This design comes from an exercise in tuning for small area, a short achievable clock period and few clock cycles per item on the open sky130 flow, not from production work.
Where RTL was checked, it was by simulation tests only, not by an equivalence proof against the original.

==> inputs of run a <==
## cbus_rx
module cbus_rx (
    input  wire       clk,
    input  wire       rst,           
    input  wire       cfg_valid,
    input  wire [7:0] cfg_addr,
    input  wire       cfg_domain,    
    output reg        map_fault,
    input  wire       short_form,    
    input  wire       in_valid,
    input  wire [7:0] in_data,
    input  wire       in_last,
    output wire       in_ready,
    output reg        out_valid,
    input  wire       out_ready,
    output reg  [2:0] out_type,
    output reg  [7:0] out_ack_char,
    output reg        out_monitored,
    output reg        out_ok,
    output reg        out_domain,
    output reg  [7:0] out_csum,
    output reg  [5:0] out_len,
    output reg  [3:0] out_nsubs,
    output reg  [7:0] out_id,
    output reg  [7:0] out_group,
    output reg  [7:0] out_param,
    output reg        out_has_param
);
Settings: LEC_CHECK=0, CAP_MARGIN=20, CORE_MARGIN=2, CORE_UTILIZATION=40, SLEW_MARGIN=20; clock period 10.0 ns.
standard.sh (not shown) runs the stock make flow with config.mk's settings and CLKGATE_MAP_FILE= SYNTH_SCRIPT=/design/flow/synth_recipe.tcl, a recipe that flattens the netlist after the stock synthesis.
==> flow/flow/run.sh <==
#!/bin/bash
set -euo pipefail
bash standard.sh SETUP_SLACK_MARGIN=6.3 finish > flow_make.log 2>&1
==> run b (differences from run a) <==
--- a/flow/design.v
+++ b/flow/design.v
@@ -6,13 +6,13 @@
     input  wire       cfg_domain,    
     output reg        map_fault,
     input  wire       short_form,    
     input  wire       in_valid,
     input  wire [7:0] in_data,
     input  wire       in_last,
-    output wire       in_ready,
+    output reg        in_ready,
     output reg        out_valid,
     input  wire       out_ready,
     output reg  [2:0] out_type,
     output reg  [7:0] out_ack_char,
     output reg        out_monitored,
     output reg        out_ok,
@@ -93,14 +93,12 @@
     reg [7:0]  pa;
     reg [5:0]  plen;
     reg [3:0]  pns;
     reg        pmon, pok, pdom, pbuf;
     reg [4:0]  poff;
     reg        act;
-    reg        skp;            
-    reg        rdy;            
     reg [4:0]  rp;
     reg [3:0]  cnt;
     reg        ov;
     reg [2:0]  o_type;
     reg [7:0]  o_a, o_b, o_c;
     reg        o_f;
@@ -127,14 +125,23 @@
             default: bsel = a3;
         endcase
     endfunction
     wire [7:0] e_id  = bsel(rcol,         bk0, bk1, bk2, bk3);
     wire [7:0] e_grp = bsel(rcol + 2'd1,  bk0, bk1, bk2, bk3);
     wire [7:0] e_prm = bsel(rcol + 2'd2,  bk0, bk1, bk2, bk3);
-    assign in_ready = rdy;
-    wire       take = in_valid && rdy;
+    wire [1:0] e_k   = short_len(e_id);
+    wire wr_hz = (len >= 6'd2) && (len <= 6'd30) &&
+                 ((pv && pbuf) || (act && (len[4:0] >= rp)));
+    always @(*) begin
+        case (phase)
+            P_ACKP, P_CR: in_ready = !pv;
+            P_LOW:        in_ready = !wr_hz;
+            default:      in_ready = 1'b1;
+        endcase
+    end
+    wire       take = in_valid && in_ready;
     wire [7:0] c    = in_data;
     wire       c_hx = is_hex(c);
     wire [3:0] c_v  = hexval(c);
     always @(*) begin
         out_valid     = ov;
         out_type      = o_type;
@@ -204,67 +211,66 @@
                 else                          f_rep   = 1'b0;
             end
             P_LOW: if (take && c_hx && !len[5]) f_byte = 1'b1;
             default: ;
         endcase
     end
-    reg [2:0] phase_n;
-    always @(*) begin
-        phase_n = phase;
-        case (phase)
-            P_IDLE: if (take) begin
-                if (c == CH_STX) phase_n = P_STX;
-                else if (c_hx)   phase_n = P_LOW;
-                else             phase_n = P_ACKP;
-            end
-            P_STX: if (take) begin
-                if (c_hx) phase_n = P_LOW;
-                else      phase_n = P_IDLE;
-            end
-            P_ACKP: if (take) phase_n = P_IDLE;
-            P_HIGH: if (take) begin
-                if (c_hx)             phase_n = P_LOW;
-                else if (c == CH_CR)  phase_n = P_CR;
-                else                  phase_n = P_IDLE;
-            end
-            P_LOW: if (take) begin
-                if (c_hx && !len[5]) phase_n = P_HIGH;
-                else                 phase_n = P_IDLE;
-            end
-            P_CR: begin
-                if (take && (crlast || c != CH_LF)) begin
-                    if (c == CH_STX) phase_n = P_STX;
-                    else if (c_hx)   phase_n = P_LOW;
-                    else             phase_n = P_ACKP;
-                end else if (take || (crlast && !pv)) begin
-                    phase_n = P_IDLE;
-                end
-            end
-            default: phase_n = P_IDLE;
-        endcase
-    end
     always @(posedge clk) begin
         if (rst) begin
             phase   <= P_IDLE;
             prevc   <= 8'h00;
             nib     <= 4'd0;
             crlast  <= 1'b0;
             bev     <= 1'b0;
             bq      <= 8'h00;
             started <= 1'b0;
             sf      <= short_form;
         end else begin
-            phase <= phase_n;
-            bev   <= f_byte;
-            bq    <= {nib, c_v};
+            bev <= f_byte;
+            bq  <= {nib, c_v};
             if (in_valid) started <= 1'b1;
             if (take) begin
                 prevc <= c;
                 nib   <= c_v;
-                if (phase == P_HIGH) crlast <= in_last;
             end
+            case (phase)
+                P_IDLE: if (take) begin
+                    if (c == CH_STX) phase <= P_STX;
+                    else if (c_hx)   phase <= P_LOW;
+                    else             phase <= P_ACKP;
+                end
+                P_STX: if (take) begin
+                    if (c_hx) phase <= P_LOW;
+                    else      phase <= P_IDLE;
+                end
+                P_ACKP: if (take) phase <= P_IDLE;
+                P_HIGH: if (take) begin
+                    if (c_hx) begin
+                        phase <= P_LOW;
+                    end else if (c == CH_CR) begin
+                        phase  <= P_CR;
+                        crlast <= in_last;
+                    end else begin
+                        phase <= P_IDLE;
+                    end
+                end
+                P_LOW: if (take) begin
+                    if (c_hx && !len[5]) phase <= P_HIGH;
+                    else                 phase <= P_IDLE;
+                end
+                P_CR: begin
+                    if (take && (crlast || c != CH_LF)) begin
+                        if (c == CH_STX) phase <= P_STX;
+                        else if (c_hx)   phase <= P_LOW;
+                        else             phase <= P_ACKP;
+                    end else if (take || (crlast && !pv)) begin
+                        phase <= P_IDLE;
+                    end
+                end
+                default: phase <= P_IDLE;
+            endcase
         end
     end
     wire [5:0] pidx = len - 6'd1;           
     wire [1:0] pk   = short_len(pend);
     wire       pbt  = ((pend & 8'h87) == 8'h02) && (pend != 8'h02);
     always @(posedge clk) begin
@@ -382,69 +388,53 @@
                     end
                     default: ;
                 endcase
             end
         end
     end
-    wire adv  = !ov || out_ready;
-    wire pull = adv && !act && pv;             
-    wire pv_n = (f_done || f_rep) ? 1'b1 : (pull ? 1'b0 : pv);
-    wire [5:0] len_n = bev ? len + 6'd1 : len;
-    wire hz_n = !f_clr && (len_n >= 6'd2) && (len_n <= 6'd30) &&
-                ((pv && pbuf) || (act && (len_n[4:0] >= rp)));
-    wire rdy_n = !(((phase_n == P_ACKP) || (phase_n == P_CR)) && pv_n) &&
-                 !((phase_n == P_LOW) && hz_n);
-    wire e_two = ((e_id & 8'h87) == 8'h02);    
+    wire adv = !ov || out_ready;
     always @(posedge clk) begin
         if (rst) begin
-            rdy    <= 1'b0;
             pv     <= 1'b0;
             ptype  <= T_ACK;
             pa     <= 8'h00;
             plen   <= 6'd0;
             pns    <= 4'd0;
             pmon   <= 1'b0;
             pok    <= 1'b0;
             pdom   <= 1'b0;
             pbuf   <= 1'b0;
             poff   <= 5'd0;
             act    <= 1'b0;
-            skp    <= 1'b0;
             rp     <= 5'd0;
             cnt    <= 4'd0;
             ov     <= 1'b0;
             o_type <= T_ACK;
             o_a    <= 8'h00;
             o_b    <= 8'h00;
             o_c    <= 8'h00;
             o_f    <= 1'b0;
         end else begin
-            rdy <= rdy_n;
-            pv  <= pv_n;
             if (adv) begin
                 if (act) begin
-                    if (skp) begin
-                        ov  <= 1'b0;
-                        skp <= 1'b0;
-                        rp  <= rp + 5'd1 + o_a[4:0];
-                    end else if (e_id[7]) begin
-                        ov  <= 1'b0;
-                        skp <= 1'b1;
-                        o_a <= e_id;
+                    if (e_id[7]) begin
+                        ov <= 1'b0;
+                        rp <= rp + 5'd1 + e_id[4:0];
                     end else begin
                         ov     <= 1'b1;
                         o_type <= T_SUB;
                         o_a    <= e_id;
                         o_b    <= e_grp;
                         o_c    <= e_prm;
-                        o_f    <= e_two;
-                        rp     <= e_two ? rp + 5'd3 : rp + 5'd2;
+                        o_f    <= (e_k == 2'd2);
+                        rp     <= rp + 5'd1 + {3'd0, e_k};
                         cnt    <= cnt - 4'd1;
                         if (cnt == 4'd1) act <= 1'b0;
                     end
                 end else if (pv) begin
+                    pv     <= 1'b0;
                     ov     <= 1'b1;
                     o_type <= ptype;
                     o_a    <= pa;
                     o_b    <= {pdom, pok, plen};
                     o_c    <= {4'd0, pns};
                     o_f    <= pmon;
@@ -453,12 +443,13 @@
                     cnt    <= pns;
                 end else begin
                     ov <= 1'b0;
                 end
             end
             if (f_done) begin
+                pv    <= 1'b1;
                 ptype <= T_FRAME;
                 pa    <= 8'h00 - sum;
                 plen  <= len;
                 pmon  <= f_mon;
                 if (f_mon) begin
                     pok  <= ok1 && !map_fault;
@@ -471,12 +462,13 @@
                     pdom <= dm0;
                     pns  <= ns0;
                     poff <= off0;
                     pbuf <= ok0 && !map_fault && (ns0 != 4'd0);
                 end
             end else if (f_rep) begin
+                pv    <= 1'b1;
                 ptype <= f_rtype;
                 pa    <= prevc;
                 pbuf  <= 1'b0;
             end
         end
     end
==> flow/run.sh (new file) <==
#!/bin/bash
# synth_recipe.tcl (not shown) runs the flow's synth.tcl, then flattens the netlist and writes it again
# the make line also repeats each setting of config.mk as NAME=value (left out here)
make -C /OpenROAD-flow-scripts/flow DESIGN_CONFIG=/design/flow/config.mk WORK_HOME=/design/flow/orfs CLKGATE_MAP_FILE= SYNTH_SCRIPT=/design/flow/synth_recipe.tcl finish
SETUP_SLACK_MARGIN = 5   (was not set)
removed: flow/flow/run.sh
removed: flow/standard.sh
==> results.sh <==
export IMPL_powerComb_w=0.000855
export IMPL_final_clk_cell_share_pct=6.03
export IMPL_fin_util_pct=51.2
export IMPL_fmax_mhz=241
export IMPL_grt_use_total_pct=27.2
export IMPL_met3_usage_pct=5.64
export IMPL_slowest_stage="or3b_4"
export IMPL_grt_first_pass_wirelength_mm=223
export IMPL_cp_startpoint="cfg_addr[1]"
export IMPL_status="timing/DRC/antenna clean"
export IMPL_p_int_w=0.00622
export IMPL_cts_sinks=927
export IMPL_multi_input_area_share_pct=41.9
export IMPL_synth_top_area_share_pct=31.2
export IMPL_use_met1_pct=36.7
export IMPL_fin_nets=4724
export IMPL_hpwl_mm=92.7
export IMPL_routedWlPerCell_um=24.8
export IMPL_p_leak_nw=18.6
export IMPL_drt_iter0_drc=4112
Source of the figures above: run a

==> results.sh <==
export IMPL_met3_usage_pct=4.36
export IMPL_drt_iter0_drc=3499
export IMPL_hpwl_mm=84.8
export IMPL_slowest_stage="clkdlybuf4s50_1"
export IMPL_powerComb_w=0.000649
export IMPL_synth_top_area_share_pct=30.9
export IMPL_status="timing/DRC/antenna clean"
export IMPL_fmax_mhz=201
export IMPL_routedWlPerCell_um=22.6
export IMPL_fin_util_pct=46.0
export IMPL_p_int_w=0.00624
Source of the figures above: run b

Testbench counts of run b, summed over its fixed seeds: cycles 55,220, chars 54,986.
Only the layout flow was run in run a; the RTL was not checked for function there.

-- afterwards: timing with drivers on the ports --
Ports are ideal in the flow. The routed layouts listed here were re-timed in OpenROAD.
Step 1, drivers: a clkbuf_16 drives clk and a buf_2 each remaining input, both assumed.
Step 2 moves the port delays by t, midway between the first and last clock arrival at a register: inputs arrive t later, outputs are due t later. That takes back most of the time a late clock gives input paths.
a / b / c = ideal / step 1 / step 2; a / b = the first two.
run | t (ns) | slack for setup (ns) | slew at the worst register clock pin (ns) | worst data-port slew with drivers (ns)
run a | 0.762 | 5.843 / 5.859 / 5.097 | 0.07 / 0.07 | 0.12
run b | 0.750 | 5.020 / 5.064 / 4.317 | 0.07 / 0.07 | 0.05
After both steps every run listed still meets setup and hold. For run a, which loses most, drivers alone change the setup slack by +0.016 ns; drivers and shift together by -0.746 ns.
